This design comes from an exercise in tuning for small area on the open sky130 flow, not from production work. RTL that was checked went through simulation tests only; none was proved equivalent to the original. No activity file was given, so power comes from the tool's default toggle rates.

==> inputs of run E <==
==> flow/design.v <==
module xbee_codec #(
    parameter integer CAP          = 10,    
    parameter integer MAXP         = 8,     
    parameter integer RESP_TIMEOUT = 200    
) (
    input  wire                 clk,
    input  wire                 rst,
    input  wire                 rx_valid,
    input  wire [7:0]           rx_byte,
    input  wire                 rx_en,
    output wire                 rx_ready,
    output wire                 tx_valid,
    output wire [7:0]           tx_byte,
    input  wire                 tx_ready,
    input  wire                 req_valid,
    input  wire                 req_kind,      
    output wire                 req_ready,
    input  wire [15:0]          m_addr,
    input  wire [7:0]           m_corr,
    input  wire [7:0]           m_plen,
    input  wire [8*CAP-1:0]     m_payload,
    input  wire [15:0]          c_code,
    input  wire [7:0]           c_plen,
    input  wire [8*MAXP-1:0]    c_params,
    output wire                 awaiting,
    output wire                 slot_valid,
    output wire [7:0]           slot_status,
    output wire [3:0]           slot_vlen,
    output wire [63:0]          slot_value,
    output wire                 ev_msg_valid,
    output wire [15:0]          ev_msg_addr,
    output wire [7:0]           ev_msg_rssi,
    output wire [3:0]           ev_msg_plen,
    output wire [8*CAP-1:0]     ev_msg_payload,
    output wire                 ev_ack_valid,
    output wire [7:0]           ev_ack_corr,
    output wire [7:0]           ev_ack_status,
    output wire                 ev_cmd_valid,
    output wire [1:0]           ev_cmd_result,   
    output wire                 ev_rej_valid,
    output wire                 ev_rej_kind,     
    output wire                 ev_rej_reason    
);
    localparam [3:0] D_IDLE   = 4'b0000;
    localparam [3:0] D_LEN_HI = 4'b0001;
    localparam [3:0] D_LEN_LO = 4'b0010;
    localparam [3:0] D_TYPE   = 4'b0011;
    localparam [2:0] C_RX64  = 3'b000;
    localparam [2:0] C_TX    = 3'b010;
    localparam [2:0] C_MODEM = 3'b011;
    localparam [2:0] C_AT    = 3'b100;
    localparam [2:0] C_RX16  = 3'b101;
    integer i;
    reg        awaiting_q;
    reg        slot_valid_q;
    reg [3:0]  ds;
    reg [15:0] rem;         
    reg [3:0]  k;           
    reg [7:0]  cbuf [0:12];
    wire [2:0] tc      = ds[2:0];
    wire rx_take = rx_valid & rx_en;
    wire in_body = rx_take & ds[3];
    wire rem_le1 = (rem[15:1] == 15'd0);
    wire body_last = tc[1] ? (tc[0] ? k[0] : k[1])
                           : (rem_le1 & (~tc[2] | k[3] | k[2]));
    wire body_end  = in_body & body_last;
    wire at_done   = body_end & (tc == C_AT);
    wire at_mal    = ~rem[0] | (k > 4'd12);                       
    wire rx16_done = body_end & (tc == C_RX16) & rem[0] & ~(&k);  
    wire ack_done  = body_end & (tc == C_TX);
    reg [3:0] tnext;
    always @(*) begin
        case (rx_byte)
            8'h88:   tnext = {1'b1, C_AT};
            8'h81:   tnext = {1'b1, C_RX16};
            8'h89:   tnext = {1'b1, C_TX};
            8'h8A:   tnext = {1'b1, C_MODEM};
            8'h80:   tnext = {1'b1, C_RX64};
            default: tnext = D_IDLE;
        endcase
    end
    always @(posedge clk) begin
        if (rst) begin
            ds <= D_IDLE;
        end else if (rx_take) begin
            if (ds[3]) begin
                if (body_last) ds <= D_IDLE;
            end else begin
                case (ds[1:0])
                    2'd0: if (rx_byte == 8'h7E) ds <= D_LEN_HI;
                    2'd1: ds <= D_LEN_LO;
                    2'd2: ds <= D_TYPE;
                    2'd3: ds <= tnext;
                endcase
            end
        end
    end
    always @(posedge clk) begin
        if (rx_take && !ds[3] && (ds[1] ^ ds[0]))
            rem <= {rem[7:0], rx_byte};
        else if (in_body && rem != 16'd0)
            rem <= rem - 16'd1;
        if (!ds[3])
            k <= 4'd0;
        else if (rx_take && k != 4'd15)
            k <= k + 4'd1;
        if (in_body && k == 4'd0) cbuf[0] <= rx_byte;
        if (in_body && k == 4'd1) cbuf[1] <= rx_byte;
        if (in_body && (k == 4'd2 || (k == 4'd3 && tc == C_AT))) cbuf[2] <= rx_byte;
        for (i = 3; i < 13; i = i + 1)
            if (in_body && k == i + 1)
                cbuf[i] <= rx_byte;
    end
    reg        e_send;
    reg        ekind;
    reg        ebc;            
    reg [3:0]  elen;           
    reg [4:0]  x;
    reg [7:0]  esum;
    reg [7:0]  eb [4:17];
    wire       accept     = ~rst & req_valid & ~e_send;
    wire       msg_bad    = m_plen > CAP;
    wire       cmd_bad    = c_plen > MAXP;
    wire       msg_accept = accept & ~req_kind & ~msg_bad;
    wire       cmd_accept = accept & req_kind & ~awaiting_q & ~cmd_bad;
    wire       emit       = e_send & tx_ready;
    wire [4:0] xlast      = {1'b0, elen} + (ekind ? 5'd6 : 5'd3);
    wire       last       = (x == xlast);
    wire       hdr        = (x < 5'd3);
    reg [7:0] txb;
    always @(*) begin
        case (x)
            5'd0:    txb = 8'h7E;
            5'd1:    txb = 8'h00;
            5'd2:    txb = {4'h0, elen};
            5'd3:    txb = 8'h01;
            5'd4:    txb = eb[4];
            5'd5:    txb = eb[5];
            5'd6:    txb = ekind ? 8'h08 : eb[6];
            5'd7:    txb = {7'h00, ekind | ebc};
            5'd8:    txb = eb[8];
            5'd9:    txb = eb[9];
            5'd10:   txb = eb[10];
            5'd11:   txb = eb[11];
            5'd12:   txb = eb[12];
            5'd13:   txb = eb[13];
            5'd14:   txb = eb[14];
            5'd15:   txb = eb[15];
            5'd16:   txb = eb[16];
            default: txb = eb[17];
        endcase
        if (last)
            txb = ~esum;
    end
    always @(posedge clk) begin
        if (rst)
            e_send <= 1'b0;
        else if (e_send) begin
            if (tx_ready && last)
                e_send <= 1'b0;
        end else if (msg_accept || cmd_accept)
            e_send <= 1'b1;
    end
    always @(posedge clk) begin
        if (!e_send) begin
            ekind <= req_kind;
            ebc   <= (m_addr == 16'hFFFF);
            elen  <= req_kind ? (c_plen[3:0] + 4'd4) : (m_plen[3:0] + 4'd5);
            eb[4] <= (m_addr == 16'hFFFF) ? 8'h00 : m_corr;
            eb[5] <= m_addr[15:8];
            eb[6] <= m_addr[7:0];
            eb[8] <= req_kind ? c_code[7:0]  : m_payload[7:0];
            eb[9] <= req_kind ? c_code[15:8] : m_payload[15:8];
            for (i = 0; i < 8; i = i + 1)
                eb[10 + i] <= req_kind ? c_params[8*i +: 8] : m_payload[8*(i+2) +: 8];
            x    <= 5'd0;
            esum <= 8'h00;
        end else if (tx_ready) begin
            x <= (ekind && x == 5'd2) ? 5'd6 : x + 5'd1;
            if (!hdr)
                esum <= esum + txb;
        end
    end
    assign tx_valid  = e_send & ~rst;
    assign tx_byte   = txb;
    assign req_ready = ~e_send;
    assign rx_ready  = rx_en & ~rst;
    reg [7:0]  tmr;
    reg [7:0]  slot_status_q;
    reg [3:0]  slot_vlen_q;
    reg [7:0]  slot_value_q [0:7];
    wire cmd_sent = emit & ekind & last;
    wire inflight = e_send & ekind;
    wire tmo      = ~inflight & (tmr == 8'hFF);
    always @(posedge clk) begin
        if (rst) begin
            awaiting_q   <= 1'b0;
            slot_valid_q <= 1'b0;
        end else if (cmd_accept) begin
            awaiting_q   <= 1'b1;
            slot_valid_q <= 1'b0;
        end else if (awaiting_q && at_done) begin
            awaiting_q <= 1'b0;
            if (!at_mal)
                slot_valid_q <= 1'b1;
        end else if (awaiting_q && tmo) begin
            awaiting_q <= 1'b0;
        end
    end
    always @(posedge clk) begin
        if (cmd_sent)
            tmr <= 8'hAF;
        else
            tmr <= {1'b0, tmr[7:1]} ^ (tmr[0] ? 8'hB8 : 8'h00);
    end
    always @(posedge clk) begin
        if (awaiting_q && at_done && !at_mal) begin
            slot_status_q <= cbuf[2];
            slot_vlen_q   <= k - 4'd4;
            for (i = 0; i < 8; i = i + 1)
                slot_value_q[i] <= cbuf[3 + i];
        end
    end
    reg        ev_msg_q, ev_ack_q, ev_cmd_q, ev_cmd_mal_q;
    reg [1:0]  ev_rej_q;     
    always @(posedge clk) begin
        if (rst) begin
            ev_msg_q <= 1'b0;
            ev_ack_q <= 1'b0;
            ev_cmd_q <= 1'b0;
            ev_rej_q <= 2'b00;
        end else begin
            ev_msg_q <= rx16_done;
            ev_ack_q <= ack_done;
            ev_cmd_q <= awaiting_q & (at_done | tmo);
            if (accept)
                ev_rej_q <= req_kind ? (awaiting_q ? 2'b10 : {cmd_bad, cmd_bad}) : {1'b0, msg_bad};
            else
                ev_rej_q <= 2'b00;
        end
        ev_cmd_mal_q <= at_done & at_mal;
    end
    assign awaiting      = awaiting_q;
    assign slot_valid    = slot_valid_q;
    assign slot_status   = slot_status_q;
    assign slot_vlen     = slot_vlen_q;
    assign ev_msg_valid  = ev_msg_q;
    assign ev_msg_addr   = {cbuf[0], cbuf[1]};
    assign ev_msg_rssi   = cbuf[2];
    assign ev_msg_plen   = k - 4'd5;
    assign ev_ack_valid  = ev_ack_q;
    assign ev_ack_corr   = cbuf[0];
    assign ev_ack_status = cbuf[1];
    assign ev_cmd_valid  = ev_cmd_q;
    assign ev_cmd_result = {ev_cmd_mal_q, ~ev_cmd_mal_q & ~slot_valid_q};
    assign ev_rej_valid  = ev_rej_q[1] | ev_rej_q[0];
    assign ev_rej_kind   = ev_rej_q[1];
    assign ev_rej_reason = ev_rej_q[0];
    genvar g;
    generate
        for (g = 0; g < 8; g = g + 1) begin : g_slot
            assign slot_value[8*g +: 8] = slot_value_q[g];
        end
        for (g = 0; g < CAP; g = g + 1) begin : g_evmsg
            assign ev_msg_payload[8*g +: 8] = cbuf[3 + g];
        end
    endgenerate
endmodule
==> flow/flow/run.sh <==
#!/bin/bash
# Own layout flow: the standard flow (standard.sh, unchanged synthesis),
# with smaller port buffers and a clock tree built from small clock buffers
# without dummy loads. Every tool's output goes to flow_make.log here; ORFS
# keeps its per-step logs under orfs/logs/.
set -uo pipefail
export BUFFER_PORTS_ARGS="-buffer_cell sky130_fd_sc_hd__buf_1"
export CTS_ARGS="-sink_clustering_enable -repair_clock_nets -dont_use_dummy_load -buf_list sky130_fd_sc_hd__clkbuf_8 -root_buf sky130_fd_sc_hd__clkbuf_8"
bash standard.sh > flow_make.log 2>&1
rc=$?
cp -r orfs/logs flow_logs 2>/dev/null || true
exit $rc
==> flow/standard.sh <==
#!/bin/bash
# synth_recipe.tcl (not shown) runs the flow's synth.tcl, then flattens the netlist and writes it again
# the make line also repeats each setting of config.mk as NAME=value (left out here)
make -C /OpenROAD-flow-scripts/flow DESIGN_CONFIG=/design/flow/config.mk WORK_HOME=/design/flow/orfs CLKGATE_MAP_FILE= SYNTH_SCRIPT=/design/flow/synth_recipe.tcl "${@:-finish}"
==> flow/config.mk <==
export PLATFORM = sky130hd
export DESIGN_NAME = xbee_codec
export DESIGN_NICKNAME = xbee_codec
export VERILOG_FILES = /design/flow/design.v
export SDC_FILE = /design/flow/constraint.sdc
export NUM_CORES = 4
export LEC_CHECK = 0
export CAP_MARGIN = 20
export CORE_MARGIN = 2
export CORE_UTILIZATION = 40
export SLEW_MARGIN = 20
==> flow/constraint.sdc <==
create_clock -name core_clock -period 20.0 [get_ports {clk}]
set_input_delay 4.0000 -clock core_clock [delete_from_list [all_inputs] [get_ports {clk}]]
set_output_delay 4.0000 -clock core_clock [all_outputs]
set_load 0.01 [all_outputs]
==> run F (differences from run E) <==
--- a/flow/design.v
+++ b/flow/design.v
@@ -43,6 +43,7 @@
 );
-    localparam [3:0] D_IDLE   = 4'b0000;
-    localparam [3:0] D_LEN_HI = 4'b0001;
-    localparam [3:0] D_LEN_LO = 4'b0010;
-    localparam [3:0] D_TYPE   = 4'b0011;
+    localparam [2:0] D_IDLE   = 3'd0;
+    localparam [2:0] D_LEN_HI = 3'd1;
+    localparam [2:0] D_LEN_LO = 3'd2;
+    localparam [2:0] D_TYPE   = 3'd3;
+    localparam [2:0] D_BODY   = 3'd4;
     localparam [2:0] C_RX64  = 3'b000;
@@ -55,9 +56,9 @@
     reg        slot_valid_q;
-    reg [3:0]  ds;
+    reg [2:0]  dstate;
     reg [15:0] rem;         
     reg [3:0]  k;           
-    reg [7:0]  cbuf [0:12];
-    wire [2:0] tc      = ds[2:0];
+    reg [2:0]  tc;          
+    reg [7:0]  cbuf [0:13];
     wire rx_take = rx_valid & rx_en;
-    wire in_body = rx_take & ds[3];
+    wire in_body = rx_take & (dstate == D_BODY);
     wire rem_le1 = (rem[15:1] == 15'd0);
@@ -67,34 +68,32 @@
     wire at_done   = body_end & (tc == C_AT);
-    wire at_mal    = ~rem[0] | (k > 4'd12);                       
+    wire at_mal    = ~rem[0] | (k > 4'd12);    
     wire rx16_done = body_end & (tc == C_RX16) & rem[0] & ~(&k);  
     wire ack_done  = body_end & (tc == C_TX);
-    reg [3:0] tnext;
+    reg [2:0] tclass;
     always @(*) begin
         case (rx_byte)
-            8'h88:   tnext = {1'b1, C_AT};
-            8'h81:   tnext = {1'b1, C_RX16};
-            8'h89:   tnext = {1'b1, C_TX};
-            8'h8A:   tnext = {1'b1, C_MODEM};
-            8'h80:   tnext = {1'b1, C_RX64};
-            default: tnext = D_IDLE;
+            8'h88:   tclass = C_AT;
+            8'h81:   tclass = C_RX16;
+            8'h89:   tclass = C_TX;
+            8'h8A:   tclass = C_MODEM;
+            default: tclass = C_RX64;
         endcase
     end
+    wire type_ok = (rx_byte[7:4] == 4'h8) & ((rx_byte[3:0] == 4'h0) | (rx_byte[3:0] == 4'h1) |
+                   (rx_byte[3:0] == 4'h8) | (rx_byte[3:0] == 4'h9) | (rx_byte[3:0] == 4'hA));
     always @(posedge clk) begin
         if (rst) begin
-            ds <= D_IDLE;
+            dstate <= D_IDLE;
         end else if (rx_take) begin
-            if (ds[3]) begin
-                if (body_last) ds <= D_IDLE;
-            end else begin
-                case (ds[1:0])
-                    2'd0: if (rx_byte == 8'h7E) ds <= D_LEN_HI;
-                    2'd1: ds <= D_LEN_LO;
-                    2'd2: ds <= D_TYPE;
-                    2'd3: ds <= tnext;
-                endcase
-            end
-        end
-    end
-    always @(posedge clk) begin
-        if (rx_take && !ds[3] && (ds[1] ^ ds[0]))
+            case (dstate)
+                D_IDLE:   if (rx_byte == 8'h7E) dstate <= D_LEN_HI;
+                D_LEN_HI: dstate <= D_LEN_LO;
+                D_LEN_LO: dstate <= D_TYPE;
+                D_TYPE:   dstate <= type_ok ? D_BODY : D_IDLE;
+                default:  if (body_last) dstate <= D_IDLE;
+            endcase
+        end
+    end
+    always @(posedge clk) begin
+        if (rx_take && (dstate == D_LEN_HI || dstate == D_LEN_LO))
             rem <= {rem[7:0], rx_byte};
@@ -102,3 +101,5 @@
             rem <= rem - 16'd1;
-        if (!ds[3])
+        if (rx_take && dstate == D_TYPE)
+            tc <= tclass;
+        if (dstate != D_BODY)
             k <= 4'd0;
@@ -106,7 +107,4 @@
             k <= k + 4'd1;
-        if (in_body && k == 4'd0) cbuf[0] <= rx_byte;
-        if (in_body && k == 4'd1) cbuf[1] <= rx_byte;
-        if (in_body && (k == 4'd2 || (k == 4'd3 && tc == C_AT))) cbuf[2] <= rx_byte;
-        for (i = 3; i < 13; i = i + 1)
-            if (in_body && k == i + 1)
+        for (i = 0; i < 14; i = i + 1)
+            if (in_body && k == i)
                 cbuf[i] <= rx_byte;
@@ -193,3 +191,3 @@
     wire inflight = e_send & ekind;
-    wire tmo      = ~inflight & (tmr == 8'hFF);
+    wire tmo      = ~inflight & (tmr == 8'd1);
     always @(posedge clk) begin
@@ -211,5 +209,5 @@
         if (cmd_sent)
-            tmr <= 8'hAF;
+            tmr <= RESP_TIMEOUT;
         else
-            tmr <= {1'b0, tmr[7:1]} ^ (tmr[0] ? 8'hB8 : 8'h00);
+            tmr <= tmr - 8'd1;
     end
@@ -217,6 +215,6 @@
         if (awaiting_q && at_done && !at_mal) begin
-            slot_status_q <= cbuf[2];
+            slot_status_q <= cbuf[3];
             slot_vlen_q   <= k - 4'd4;
             for (i = 0; i < 8; i = i + 1)
-                slot_value_q[i] <= cbuf[3 + i];
+                slot_value_q[i] <= cbuf[4 + i];
         end
@@ -264,3 +262,3 @@
         for (g = 0; g < CAP; g = g + 1) begin : g_evmsg
-            assign ev_msg_payload[8*g +: 8] = cbuf[3 + g];
+            assign ev_msg_payload[8*g +: 8] = cbuf[4 + g];
         end
==> flow/run.sh (new file) <==
#!/bin/bash
# synth_recipe.tcl (not shown) runs the flow's synth.tcl, then flattens the netlist and writes it again
# the make line also repeats each setting of config.mk as NAME=value (left out here)
make -C /OpenROAD-flow-scripts/flow DESIGN_CONFIG=/design/flow/config.mk WORK_HOME=/design/flow/orfs CLKGATE_MAP_FILE= SYNTH_SCRIPT=/design/flow/synth_recipe.tcl finish
removed: flow/flow/run.sh
removed: flow/standard.sh
==> comparison table <==
| item | run F | run E |
|---|---|---|
| Status | finished clean | finished clean |
| Synthesized-area fraction occupied by xor and xnor cells | 2.478% | 2.255% |
| Internal power contribution | 1.305 mW | 1.093 mW |
| Number of sequential storage elements | 354 | 344 |
| Final-layout fill cell count | 2978 | 3185 |
| Syn_nets | 1239 | 1214 |
| Slew at the pin with the worst max-slew slack | 1.038 ns | 0.9619 ns |
| Terminating pin of the worst hold path | slot_status_q[0]$_DFFE_PP_ | slot_value_q[2][4]$_DFFE_PP_ |
| Die boundary width | 196.6 um | 193.5 um |
| Post-route clock skew | 0.01635 ns | 0.08088 ns |
| Clock network latency to the later pin of the worst-skew pair | 0.52 ns | 0.61 ns |
| Sequential fraction of design power | 51.4% | 59.4% |
| Inverter count | 33 | 31 |
| Peak fanout along the critical path | 12 | 14 |
| Multi-input gate share of the layout cell area | 20.15% | 23.36% |
| Layout area overhead | 40.43% | 19.62% |
| Met3 global-route usage | 4.877% | 4.306% |
| Hold Startpoint | cbuf[3][0]$_DFFE_PP_ | cbuf[5][4]$_DFFE_PP_ |
| Layout cells sized above 1 | 11.71% | 11.92% |
| Switching share of power | 20.48% | 21.15% |
| PnR worst setup slack | 10.46 ns | 11.30 ns |
| Die height | 196.6 um | 193.5 um |
No functional check of the RTL was part of run E.

separate check: timing with driven ports:
In the flow no input, the clock included, has a driving cell. The finished layouts below were timed again as built, in two steps. Step 1 sets driving cells, clkbuf_16 on the clock port and buf_2 on the other inputs (assumed; they add their load-dependent delay and slew). Step 2 moves the port delays by t, midway between the first and last clock arrival at a register: inputs arrive t later, outputs are due t later. That takes back most of the time a late clock gives input paths. Three values: ideal ports, drivers, drivers and shift; two values: the first two.
| run | shift t [ns] | setup slack, ns | hold WS [ns] | worst setup path at the end | latest minus earliest clock arrival (ns) |
|---|---|---|---|---|---|
| run E | 0.609 | 11.303 / 11.275 / 11.275 | 0.389 / 0.389 / 0.389 | input to output | 0.087 / 0.087 |
| run F | 0.570 | 10.459 / 10.432 / 10.432 | 0.419 / 0.419 / 0.419 | input to output | 0.017 / 0.017 |
After both steps setup and hold are still met in every run listed. The setup slack of run E, which loses most, moves by -0.028 ns with the drivers and by -0.028 ns with both steps.
